Background: an optimization exercise with open tools, aiming at small area, a short achievable clock period and few clock cycles per item. Do not read the settings as production practice.
Function was checked by simulation only, so behaviour that the tests miss may differ from the original.
Power and IR drop assume default switching activity.

$ cat flow/design.v
module affine_perm_engine (
    input  wire        clk,
    input  wire        rst,
    input  wire        start,
    input  wire [1:0]  mode,       
    input  wire [15:0] width,
    input  wire [15:0] height,
    input  wire [15:0] key_a,
    input  wire [15:0] key_b,
    input  wire [15:0] key_c,
    input  wire [15:0] key_d,
    input  wire [15:0] key_tx,
    input  wire [15:0] key_ty,
    output wire        ready,
    output wire        out_valid,
    input  wire        out_ready,
    output wire [23:0] out_tgt,
    output wire        out_drop,
    output wire        done,
    output wire        key_err,
    output wire [15:0] detn,
    output wire [15:0] detinv,
    output wire [24:0] dropped
);
    localparam ST_IDLE = 2'd0;
    localparam ST_PRE  = 2'd1;
    localparam ST_STRM = 2'd2;
    localparam ST_DONE = 2'd3;
    reg [1:0]  state;
    reg [3:0]  st;                
    reg        fwd, rev;          
    reg [15:0] x, y;              
    reg [15:0] SX, KR;            
    reg [24:0] P, PR;             
    reg [15:0] CX, CY;            
    reg [23:0] GX, GY;            
    reg [32:0] S, SR, T, TR;      
    reg [24:0] N;                 
    reg        xwe, ywe;          
    reg        ov, pend;
    reg [23:0] tgt_r;
    reg        drop_r;
    reg [31:0] cnt;               
    reg        key_err_r;
    reg  [15:0] W, H, ka, kb, kc, kd;
    always @(posedge clk) begin
        W  <= width;
        H  <= height;
        ka <= key_a;
        kb <= key_b;
        kc <= key_c;
        kd <= key_d;
    end
    function [33:0] bk;
        input [33:0] a, b;
        input        ci;
        reg   [33:0] g, p, G, Pp;
        integer i, l;
        begin
            g = a & b; p = a ^ b;
            G = g; Pp = p;
            G[0] = g[0] | (p[0] & ci);
            for (l = 1; l < 34; l = l * 2)
                for (i = 2*l-1; i < 34; i = i + 2*l) begin
                    G[i]  = G[i] | (Pp[i] & G[i-l]);
                    Pp[i] = Pp[i] & Pp[i-l];
                end
            for (l = 16; l >= 1; l = l / 2)
                for (i = 3*l-1; i < 34; i = i + 2*l) begin
                    G[i]  = G[i] | (Pp[i] & G[i-l]);
                    Pp[i] = Pp[i] & Pp[i-l];
                end
            bk[0] = p[0] ^ ci;
            for (i = 1; i < 34; i = i + 1) bk[i] = p[i] ^ G[i-1];
        end
    endfunction
    function [24:0] madd;
        input [24:0] a, b, m;
        input        sub, nomod;
        reg   [33:0] s, t, cs, cc, za, zb, zm;
        begin
            za = {9'd0, a};
            zb = sub ? ~{9'd0, b} : {9'd0, b};
            zm = sub ? {9'd0, m} : ~{9'd0, m};
            cs = za ^ zb ^ zm;
            cc = ((za & zb) | (za & zm) | (zb & zm)) << 1;
            s  = bk(za, zb, sub);
            t  = bk(cs, cc, 1'b1);
            if (nomod)    madd = s[24:0];
            else if (sub) madd = s[33] ? t[24:0] : s[24:0];
            else          madd = t[33] ? s[24:0] : t[24:0];
        end
    endfunction
    wire sa = ka[15], sb = kb[15], sc = kc[15], sd = kd[15];
    wire stx = key_tx[15], sty = key_ty[15];
    wire        lfwd = fwd;    
    reg         e1_on, e1_neg, e1_acc, e1_none, e1_sg;
    reg  [1:0]  e1_ms;            
    reg  [24:0] e1_x;
    reg  [15:0] e1_y;             
    reg         e2_on, e2_neg, e2_acc, e2_srch, e2_sg;
    reg  [15:0] e2_x;
    reg  [15:0] e2_y;
    always @(*) begin
        e1_on = 1'b0; e1_neg = 1'b0; e1_acc = 1'b0; e1_none = 1'b0; e1_ms = 2'd0;
        e1_x = 25'd1; e1_y = 16'd0; e1_sg = 1'b0;
        e2_on = 1'b0; e2_neg = 1'b0; e2_acc = 1'b0; e2_srch = 1'b0;
        e2_x = 16'd1; e2_y = 16'd0; e2_sg = 1'b0;
        if (lfwd) begin
            case (st + 4'd1)
                4'd1: begin    
                    e1_on = 1'b1; e1_none = 1'b1; e1_x = {9'd0, width}; e1_y = height;
                    e2_on = 1'b1; e2_y = key_a; e2_sg = 1'b1; e2_neg = key_a[15];
                end
                4'd2: begin    
                    e1_on = 1'b1; e1_x = {9'd0, W}; e1_y = kc; e1_sg = 1'b1; e1_neg = sc;
                    e2_on = 1'b1; e2_y = kb; e2_sg = 1'b1; e2_neg = sb;
                end
                4'd3: begin    
                    e1_on = 1'b1; e1_x = {9'd0, W}; e1_y = kd; e1_sg = 1'b1; e1_neg = sd;
                    e2_on = 1'b1; e2_y = key_tx; e2_sg = 1'b1; e2_neg = stx;
                end
                4'd4: begin    
                    e1_on = 1'b1; e1_x = {9'd0, W}; e1_y = key_ty; e1_sg = 1'b1; e1_neg = sty;
                end
                default: ;
            endcase
        end else begin
            case (st + 4'd1)
                4'd1: begin    
                    e1_on = 1'b1; e1_none = 1'b1; e1_x = {9'd0, width}; e1_y = height;
                    e2_on = 1'b1; e2_y = key_a; e2_sg = 1'b1; e2_neg = key_a[15];
                end
                4'd2: begin    
                    e1_on = 1'b1; e1_ms = 2'd1; e1_y = kc; e1_sg = 1'b1; e1_neg = sc;
                    e2_on = 1'b1; e2_x = SX; e2_y = kd; e2_sg = 1'b1; e2_neg = sd;
                end
                4'd3: begin    
                    e1_on = 1'b1; e1_ms = 2'd2; e1_y = key_ty; e1_sg = 1'b1; e1_neg = sty;
                    e2_on = 1'b1; e2_x = P[15:0]; e2_y = kb; e2_sg = 1'b1; e2_neg = ~sb; e2_acc = 1'b1;
                end
                4'd4: begin    
                    e1_on = 1'b1; e1_ms = 2'd2; e1_y = key_ty; e1_sg = 1'b1;
                    e2_srch = 1'b1;
                end
                4'd5: begin    
                    e1_on = 1'b1; e1_ms = 2'd1; e1_x = {9'd0, cnt[15:0]}; e1_y = kc; e1_sg = 1'b1; e1_neg = ~sc;
                    e2_on = 1'b1; e2_x = cnt[15:0]; e2_y = kd; e2_sg = 1'b1; e2_neg = sd;
                end
                4'd6: begin    
                    e1_on = 1'b1; e1_ms = 2'd1; e1_x = {9'd0, cnt[15:0]}; e1_y = ka; e1_sg = 1'b1; e1_neg = sa;
                    e2_on = 1'b1; e2_x = cnt[15:0]; e2_y = kb; e2_sg = 1'b1; e2_neg = ~sb;
                end
                4'd7: begin    
                    e1_on = 1'b1; e1_x = {9'd0, W}; e1_y = GX[15:0];
                    e2_on = 1'b1; e2_x = SX; e2_y = Hm1; e2_neg = 1'b1;
                end
                4'd8: begin    
                    e1_on = 1'b1; e1_x = {9'd0, W}; e1_y = GY[15:0];
                    e2_on = 1'b1; e2_y = key_tx; e2_sg = 1'b1; e2_neg = stx;
                end
                4'd9: begin    
                    e1_on = 1'b1; e1_x = {1'b0, GX}; e1_y = Wm1; e1_neg = 1'b1;
                    e2_on = 1'b1; e2_y = key_tx; e2_sg = 1'b1;
                end
                4'd10: begin   
                    e1_on = 1'b1; e1_x = {1'b0, GX}; e1_y = SX; e1_neg = ~stx;
                    e2_on = 1'b1; e2_x = CY; e2_y = TR[15:0]; e2_neg = ~sty;
                end
                4'd11: begin   
                    e1_on = 1'b1; e1_x = {1'b0, GY}; e1_y = key_ty; e1_sg = 1'b1; e1_neg = ~sty; e1_acc = 1'b1;
                    e2_on = 1'b1; e2_x = CX; e2_y = key_tx; e2_sg = 1'b1; e2_neg = ~stx; e2_acc = 1'b1;
                end
                default: ;
            endcase
        end
    end
    reg         y_ng, y_seen, x_ng, x_seen, cur_neg1, cur_neg2;
    wire        y_bit  = y[0] ^ (y_ng & y_seen);
    wire        x_bit  = x[0] ^ (x_ng & x_seen);
    wire        y_fin  = y_ng ? (y_seen && (y == 16'hFFFF)) : (y == 16'd0);
    wire        x_fin  = x_ng ? (x_seen && (x == 16'hFFFF)) : (x == 16'd0);
    wire [3:0] last_st = fwd ? 4'd4 : 4'd11;
    reg        cur_srch;
    reg        cur_none;
    reg        strm;              
    wire       in_strm = strm;
    reg        cur_mw, cur_mh;    
    wire [24:0] M1 = cur_mw ? {9'd0, W} : cur_mh ? {9'd0, H} : N;
    wire [33:0] x1w = bk({18'd0, x}, 34'd0, 1'b1);
    wire [33:0] y1w = bk({18'd0, y}, 34'd0, 1'b1);
    wire [15:0] x1 = x1w[15:0];
    wire [15:0] y1 = y1w[15:0];
    reg  lastx, lasty, wrapx, wrapy;
    wire [33:0] wm1w = bk({18'd0, W}, ~34'd0, 1'b0);
    wire [33:0] hm1w = bk({18'd0, H}, ~34'd0, 1'b0);
    wire [15:0] Wm1 = wm1w[15:0];
    wire [15:0] Hm1 = hm1w[15:0];
    wire [15:0] nx_x = lastx ? 16'd0 : x1;
    wire [15:0] nx_y = y1;
    wire [15:0] sx_add = madd({9'd0, SX}, {9'd0, in_strm ? CX : KR}, {9'd0, W}, cur_neg2, 1'b0);
    wire [15:0] kr_add = madd({9'd0, KR}, {9'd0, pend ? (wrapy ? S[15:0] : CY) : KR}, {9'd0, W}, 1'b0, 1'b0);
    wire [24:0] p_add  = madd(P, in_strm ? {1'b0, (wrapx ? TR[23:0] : GX)} : PR, M1, cur_neg1, cur_none);
    wire [24:0] pr_add = madd(PR, pend ? {1'b0, GY} : PR, M1, 1'b0, cur_none);
    wire sneg = fwd && S[32] && (SX != 16'd0);
    wire tneg = fwd && T[32] && (P[23:0] != 24'd0);
    wire [33:0] o_a = {18'd0, SX};
    wire [33:0] o_b = {9'd0, P};
    wire [33:0] o_c = sneg ? ~{18'd0, W} : 34'd0;
    wire [33:0] o_d = tneg ? ~{9'd0, N}  : 34'd0;
    wire [33:0] o_s1 = o_a ^ o_b ^ o_c;
    wire [33:0] o_c1 = ((o_a & o_b) | (o_a & o_c) | (o_b & o_c)) << 1;
    wire [33:0] o_s2 = o_s1 ^ o_c1 ^ o_d;
    wire [33:0] o_c2 = (((o_s1 & o_c1) | (o_s1 & o_d) | (o_c1 & o_d)) << 1) | {33'd0, sneg};
    wire [33:0] tgt_calc = bk(o_s2, o_c2, tneg);
    wire drop_calc = tgt_calc[33];
    wire v_end  = (cnt[15:0] == W) || (cnt[31:16] == 16'd0) || (~cnt[16] && ~W[0]);
    wire s_fin  = v_end || (SX == 16'd1);
    wire pre_fin = y_fin && (cur_srch ? s_fin : x_fin);
    wire [33:0] cnt1 = bk({2'd0, cnt}, 34'd0, 1'b1);
    wire adv = in_strm && pend && (!ov || out_ready);
    wire [33:0] xt_dec = bk({18'd0, SR[15:0]}, ~34'd0, 1'b0);
    wire [33:0] yt_dec = bk({18'd0, T[15:0]}, ~34'd0, 1'b0);
    wire do_load = (state == ST_IDLE && start) ||
                   (state == ST_PRE && pre_fin && st != last_st &&
                    !(cur_srch && (v_end || !rev)));
    always @(posedge clk) begin
        if (rst) begin
            state     <= ST_IDLE;
            strm      <= 1'b0;
            ov        <= 1'b0;
            pend      <= 1'b0;
            key_err_r <= 1'b0;
            cnt       <= 32'd0;
            st        <= 4'd0;
            cur_srch  <= 1'b0;
            fwd       <= 1'b0;
            rev       <= 1'b0;
        end else begin
            if (do_load) begin
                st       <= st + 4'd1;
                cur_mw   <= (e1_ms == 2'd1);
                cur_mh   <= (e1_ms == 2'd2);
                cur_none <= e1_none;
                cur_srch <= e2_srch;
                cur_neg1 <= e1_neg;
                cur_neg2 <= e2_neg;
                if (e1_on) begin
                    PR     <= e1_x;
                    y      <= e1_y;
                    y_ng   <= e1_sg & e1_y[15];
                    y_seen <= 1'b0;
                    if (!e1_acc) P <= 25'd0;
                end
                if (e2_on) begin
                    KR     <= e2_x;
                    x      <= e2_y;
                    x_ng   <= e2_sg & e2_y[15];
                    x_seen <= 1'b0;
                    if (!e2_acc) SX <= 16'd0;
                end
                if (e2_srch) begin
                    KR   <= SX;
                    cnt  <= {SX, 16'd1};
                    x    <= 16'd0;
                    x_ng <= 1'b0;
                    cur_neg2 <= 1'b0;
                end
            end
            case (state)
                ST_IDLE: begin
                    if (start) begin
                        state     <= ST_PRE;
                        fwd       <= (mode == 2'b00);
                        rev       <= (mode == 2'b01);
                        key_err_r <= 1'b0;
                        cnt       <= 32'd0;
                        S  <= {{17{key_tx[15]}}, key_tx};
                        SR <= {{17{key_tx[15]}}, key_tx};
                        T  <= {{17{key_ty[15]}}, key_ty};
                        TR <= {{17{key_ty[15]}}, key_ty};
                    end
                end
                ST_PRE: begin
                    if (!pre_fin) begin
                        if (!y_fin) begin
                            if (y_bit) P <= p_add;
                            PR     <= pr_add;
                            y      <= {y_ng, y[15:1]};
                            y_seen <= y_seen | y[0];
                        end
                        if (cur_srch) begin
                            if (!s_fin) begin
                                cnt <= cnt1[31:0];
                                SX  <= sx_add;
                            end
                        end else if (!x_fin) begin
                            if (x_bit) SX <= sx_add;
                            KR     <= kr_add;
                            x      <= {x_ng, x[15:1]};
                            x_seen <= x_seen | x[0];
                        end
                    end else begin
                        if (fwd) begin
                            case (st)
                                4'd1: begin N <= P; CX <= SX; end
                                4'd2: begin GX <= P[23:0]; CY <= SX; end
                                4'd3: GY <= P[23:0];
                                default: ;
                            endcase
                        end else begin
                            case (st)
                                4'd1: N  <= P;
                                4'd3: T  <= {16'd0, sty, P[15:0]};       
                                4'd4: TR <= {17'd0, P[15:0]};            
                                4'd5: begin GX <= P[23:0]; CX <= SX; end
                                4'd6: begin GY <= P[23:0]; CY <= SX; end
                                4'd7: begin GX <= P[23:0]; S  <= {17'd0, SX}; end
                                4'd8: begin GY <= P[23:0]; SR <= {16'd0, stx, SX}; end
                                4'd9: TR <= {9'd0, P[23:0]};             
                                default: ;
                            endcase
                        end
                        if (cur_srch) begin
                            if (v_end) begin
                                key_err_r <= 1'b1;
                                cnt[15:0] <= 16'd0;
                                state     <= ST_DONE;
                            end else if (!rev) begin
                                state <= ST_DONE;
                            end
                        end else if (st == last_st) begin
                            KR    <= SX;
                            PR    <= P;
                            x     <= 16'd0;
                            y     <= 16'd0;
                            pend  <= 1'b1;
                            xwe   <= rev & (stx | (SR[15:0] != key_tx));
                            ywe   <= rev & (sty | (T[15:0] != key_ty));
                            if (rev) begin
                                SR[15:0] <= stx ? xt_dec[15:0] : SR[15:0];
                                T[15:0]  <= sty ? yt_dec[15:0] : T[15:0];
                            end
                            lastx <= (W == 16'd1);
                            lasty <= (H == 16'd1);
                            wrapx <= rev & (stx | (SR[15:0] != key_tx)) & ((stx ? xt_dec[15:0] : SR[15:0]) == 16'd0);
                            wrapy <= rev & (sty | (T[15:0] != key_ty)) & ((sty ? yt_dec[15:0] : T[15:0]) == 16'd0);
                            state <= ST_STRM;
                            strm  <= 1'b1;
                            cur_neg1 <= 1'b0;
                            cur_neg2 <= 1'b0;
                            cur_none <= 1'b0;
                            cur_mw   <= 1'b0;
                            cur_mh   <= 1'b0;
                        end
                    end
                end
                ST_STRM: begin
                    if (ov && out_ready && drop_r) cnt <= cnt1[31:0];
                    if (adv) begin
                        tgt_r  <= tgt_calc[23:0];
                        drop_r <= drop_calc;
                        ov     <= 1'b1;
                        lastx  <= (nx_x == Wm1);
                        wrapx  <= xwe && (nx_x == SR[15:0]);
                        if (lastx && lasty) begin
                            pend <= 1'b0;
                        end else if (lastx) begin
                            x  <= 16'd0;
                            y  <= y1;
                            lasty <= (nx_y == Hm1);
                            wrapy <= ywe && (nx_y == T[15:0]);
                            KR <= kr_add;
                            SX <= kr_add;
                            PR <= pr_add;
                            P  <= pr_add;
                            if (fwd) begin
                                SR <= bk({1'b0, SR}, {{18{kb[15]}}, kb}, 1'b0);
                                S  <= bk({1'b0, SR}, {{18{kb[15]}}, kb}, 1'b0);
                                TR <= bk({1'b0, TR}, {{18{kd[15]}}, kd}, 1'b0);
                                T  <= bk({1'b0, TR}, {{18{kd[15]}}, kd}, 1'b0);
                            end
                        end else begin
                            x  <= x1;
                            SX <= sx_add;
                            P  <= p_add;
                            if (fwd) begin
                                S <= bk({1'b0, S}, {{18{ka[15]}}, ka}, 1'b0);
                                T <= bk({1'b0, T}, {{18{kc[15]}}, kc}, 1'b0);
                            end
                        end
                    end else if (ov && out_ready) begin
                        ov <= 1'b0;
                    end
                    if (!pend && (!ov || out_ready)) begin
                        ov    <= 1'b0;
                        strm  <= 1'b0;
                        state <= ST_DONE;
                    end
                end
                ST_DONE: begin
                    state <= ST_IDLE;
                    st    <= 4'd0;
                end
                default: state <= ST_IDLE;
            endcase
        end
    end
    assign ready     = (state == ST_IDLE);
    assign out_valid = ov;
    assign out_tgt   = tgt_r;
    assign out_drop  = drop_r;
    assign done      = (state == ST_DONE);
    assign key_err   = key_err_r;
    assign detn      = cnt[31:16];
    assign detinv    = cnt[15:0];
    assign dropped   = fwd ? cnt[24:0] : 25'd0;
endmodule
$ cat flow/run.sh
#!/bin/bash
# synth_recipe.tcl (not shown) runs the flow's synth.tcl, then flattens the netlist and writes it again
# the make line also repeats each setting of config.mk as NAME=value (left out here)
make -C /OpenROAD-flow-scripts/flow DESIGN_CONFIG=/design/flow/config.mk WORK_HOME=/design/flow/orfs CLKGATE_MAP_FILE= SYNTH_SCRIPT=/design/flow/synth_recipe.tcl finish
$ cat flow/constraint.sdc
create_clock -name core_clock -period 13.5 [get_ports {clk}]
set_input_delay 2.7000 -clock core_clock [delete_from_list [all_inputs] [get_ports {clk}]]
set_output_delay 2.7000 -clock core_clock [all_outputs]
set_load 0.01 [all_outputs]
$ cat flow/config.mk
export PLATFORM = sky130hd
export DESIGN_NAME = affine_perm_engine
export DESIGN_NICKNAME = affine_perm_engine
export VERILOG_FILES = /design/flow/design.v
export SDC_FILE = /design/flow/constraint.sdc
export NUM_CORES = 4
export LEC_CHECK = 0
export CAP_MARGIN = 20
export CORE_MARGIN = 2
export CORE_UTILIZATION = 40
export PLACE_DENSITY = 0.6
export SLEW_MARGIN = 20
==> run summary <==
Final Net Count=6420; CP delay by family, top=compound AO/OA/AOI/OAI gates; TritonCTS clock tree=built; drt initial violations=7337; final weighted congestion of routability-driven global placement=1.06; Top FF cell, synth=edfxtp_1; detailed-placement wirelength estimate=approximately 180000 um; number of buffers inserted by port buffering=around 220; sum of negative setup slack=0 ps; Max-slew headroom=18.8%; CP cell instances=nor4_1 -> nand4_1 -> o311ai_2 -> buf_4 -> inv_1 -> nand2_1 -> fa_1 -> fa_1 -> fa_1 -> nor2b_1 -> o211ai_1 -> and3_1 -> o31ai_1 -> nor3_1 -> o31a_1 -> o21ai_0 -> a21o_1 -> a21o_1 -> fa_1; hold crit path type=reg -> reg; cell total after placement=a little over 7k; worst reg-to-reg path cell count=19; die area=~0.13 mm^2; Num Clock Sinks=about 530; antenna violations before repair=14; time the final worst path needs with I/O delays and setup=6930 ps; worst clock skew=28.1 ps; total routed wire length on the met1 layer=90500 um; overall routed net length=~230000 um; peak ir drop on the vdd network=0.000192 V; Crit Path Class=reg -> reg; total I/O pin count=220; floorplan core area=0.126 mm^2; R2R Setup Slk=6570 ps; unrepaired setup endpoints after global routing=false; buffers from clock root to sink, at most=3; count of final setup violators=0; Post-CTS Hold Fix Bufs=0; number of cells on the worst hold path=2; net count after synthesis=~6.4k; total setup buffers inserted after CTS=0; arrival time of data at the critical path endpoint=7350 ps; drt drc=0; wire length on met3=28700 um; type of element launching the critical path=register; transition time at the pin with the least slew margin=1220 ps; number of iterations in the first detailed-routing pass=9; max_cap viols=0; Avg Inst Size Synth=roughly 9.1 um^2; area after detailed placement=0.0547 mm^2; Vias=47.5k; average wire length per cell after detail routing=about 32 um; worst skew pair latency=between 600 and 700 ps; Post-CTS Resized=0; reg-to-reg critical path startpoint=SX[6]$_DFFE_PN_; Vias/cell=between 6 and 7; gate count of the mapped netlist=5553; CTS HTree Levels=3; vertical extent of the die=roughly 360 um; root buffer selected by CTS=clkbuf_16; hold violation count in the final report=0; Hold Crit Start=key_err_r$_SDFFE_PP0P_; Post-Synthesis Cell Area=approximately 0.05 mm^2; worst path bufs/invs=2; number of global-route vias before repair=~45k; count of placed standard cells in the final layout, fillers left out=about 7.3k; Min-Delay Endpoint=key_err_r$_SDFFE_PP0P_; total non-filler cell area in the finished layout=0.0572 mm^2; cell occurring most often along the worst timing path=fa_1; total routing resource utilization after global routing=about a third; Detail Route Antenna Nets=0; most frequent cells in the layout=448 x nand2_1, 401 x inv_1, 391 x edfxtp_1; maximum frequency from static timing analysis=~140 MHz; Leakage Power=23.3 nW; pin count of the biggest net entering global routing=87; cell with the largest stage delay on the worst path=edfxtp_1; synth warn=1; most common library cell in the layout ignoring fill and taps=nand2_1; data required time at the worst endpoint=13930 ps; share of flip-flops with an asynchronous set or reset after synthesis=0%; wire length of the first global-routing pass=332000 um; horizontal die dimension=360 um; Reg2Reg Capture Point=tgt_r[20]$_DFFE_PP_; grt ovf=0; largest incremental delay on the critical path=720 ps; clock buffers created by TritonCTS=71; status=complete, no violations; path length in cells of the critical path=19; initial core utilization=about 40%; Syn-to-layout area delta=12.9%; uppermost layer routed=met5; clock transition at the register clock pins on the worst setup and hold paths after CTS=60 ps; Yosys reg bits=532; count of cell types in the netlist=93; largest fanout on the critical path=17; max-slew violation count=0; sequential element share of the synthesized area=~29%; power density over cell area=~330 mW/mm^2; Post-synth EDFFs=a little under 400; post-route fraction of the period consumed by the critical path=51.3%; wire length on met2=96900 um; share of cells above drive strength 1=6.03%; row count=130; Critical Path Sink Type=register
[through the flow]
step	power [mW]	util [%]	setup slack, ps	hold slack, ps
6_report	19.0	45.5	6570	482
2_1_floorplan	12.4	-	4920	490
4_1_cts	18.7	45.5	6620	486
3_5_place_dp	16.6	43.5	6490	476
5_1_grt	20.3	45.5	6280	516
3_3_place_gp	16.4	43.5	6590	460
[cell type report]
class                   instances  area (um^2)
diodes                         18         45.0
clock buffers                  97         1970
clock inverters                35          445
fillers                     12100        68400
inverters                     404         1520
multi-input cells            4262        33400
flip-flops and latches        532        14600
well taps                    1650         2060
repair buffers                345         3170
[cell families after synthesis]
logic type,count (synthesis),share of synthesized area (%)
AO/OA/AOI/OAI,1711,22.6
AND/OR/NAND/NOR,1343,12.4
buffers and inverters,759,5.74
adder cells (fa/ha/maj),670,20.7
flip-flops,532,28.8
XOR/XNOR,372,6.43
multiplexers,166,3.32
[Yosys cell counts (52+ instances only)]
cell      instances  area [um^2]
a211oi_1         52          390
a21o_1          150         1130
a21oi_1         382         1910
a22oi_1         170         1280
a31oi_1          76          475
and2_1           63          394
clkbuf_1        268         1010
dfxtp_1         141         2820
edfxtp_1        391        11700
fa_1            278         5570
ha_1            392         4900
inv_1           403         1510
mux2i_1         154         1540
nand2_1         450         1690
nand3_1          61          305
nor2_1          387         1450
nor3_1           60          300
o21a_1           67          503
o21ai_0         323         1620
o22ai_1          64          400
xnor2_1         234         2050
xor2_1          138         1210
[flip-flops by register name, indices dropped and copies added, names as in the netlist, 24 cells and up]
signal / flops
SR: 33
S: 33
TR: 33
T: 33
cnt: 32
N: 25
PR: 25
P: 25
GX: 24
GY: 24
tgt_r: 24
[worst max path at each step]
stage	end	startpoint
floorplan	TR[0]$_DFFE_PP_	rst
global placement	TR[22]$_DFFE_PP_	out_ready
detailed placement	TR[22]$_DFFE_PP_	out_ready
CTS	tgt_r[20]$_DFFE_PP_	SX[6]$_DFFE_PN_
global route	tgt_r[22]$_DFFE_PP_	SX[6]$_DFFE_PN_
finish	tgt_r[20]$_DFFE_PP_	SX[6]$_DFFE_PN_
[report_power, final]
group / internal (mW) / total [mW] / switching (mW)
combinational: 5.27 / 13.8 / 8.48
sequential: 2.48 / 3.25 / 0.777
clock: 1.15 / 2.03 / 0.874
[worst register-to-register path, cell delays in order (launching register included)]
cell and delay, ps:
edfxtp_1 720, nor4_1 390, nand4_1 220, o311ai_2 380, buf_4 290, inv_1 410, nand2_1 220, fa_1 460
fa_1 530, fa_1 480, nor2b_1 160, o211ai_1 120, and3_1 180, o31ai_1 480, nor3_1 140, o31a_1 380
o21ai_0 410, a21o_1 180, a21o_1 120, fa_1 410
[metal layers]
metal  vias to the layer above  track usage, %
met5                         -               0
met2                      3146            50.9
met4                        12            23.5
met3                       705            9.57
li1                      20400               -
met1                     23200            46.2
Testbench counts, summed over its fixed seeds: cycles 27,568, indices 21,815.

==> static timing again, ports no longer ideal <==
No port has a modelled driver above. Below, the same layout with a new extraction and two added sets of constraints. Step 1 (the two cells are an assumption about what drives the block):
set clk [get_ports {clk}]
set_driving_cell -lib_cell sky130_fd_sc_hd__clkbuf_16 $clk
set_driving_cell -lib_cell sky130_fd_sc_hd__buf_2 [delete_from_list [all_inputs] $clk]
Step 2, shift: input delay + t, output delay - t, t = (earliest + latest rising clock arrival at the registers) / 2. This alone moves slack from input paths to output paths. a / b / c = ideal ports / drivers / drivers and shift; a / b = the first two.
t (ns): 0.751
setup WS [ns]: 6.574 / 6.574 / 6.484
hold slack, ns: 0.482 / 0.482 / 0.482
slew at the worst register clock pin (ns): 0.07 / 0.07
After both steps setup and hold are still met in this run. For this run, drivers alone change the setup slack by 0.000 ns; drivers and shift together by -0.090 ns.
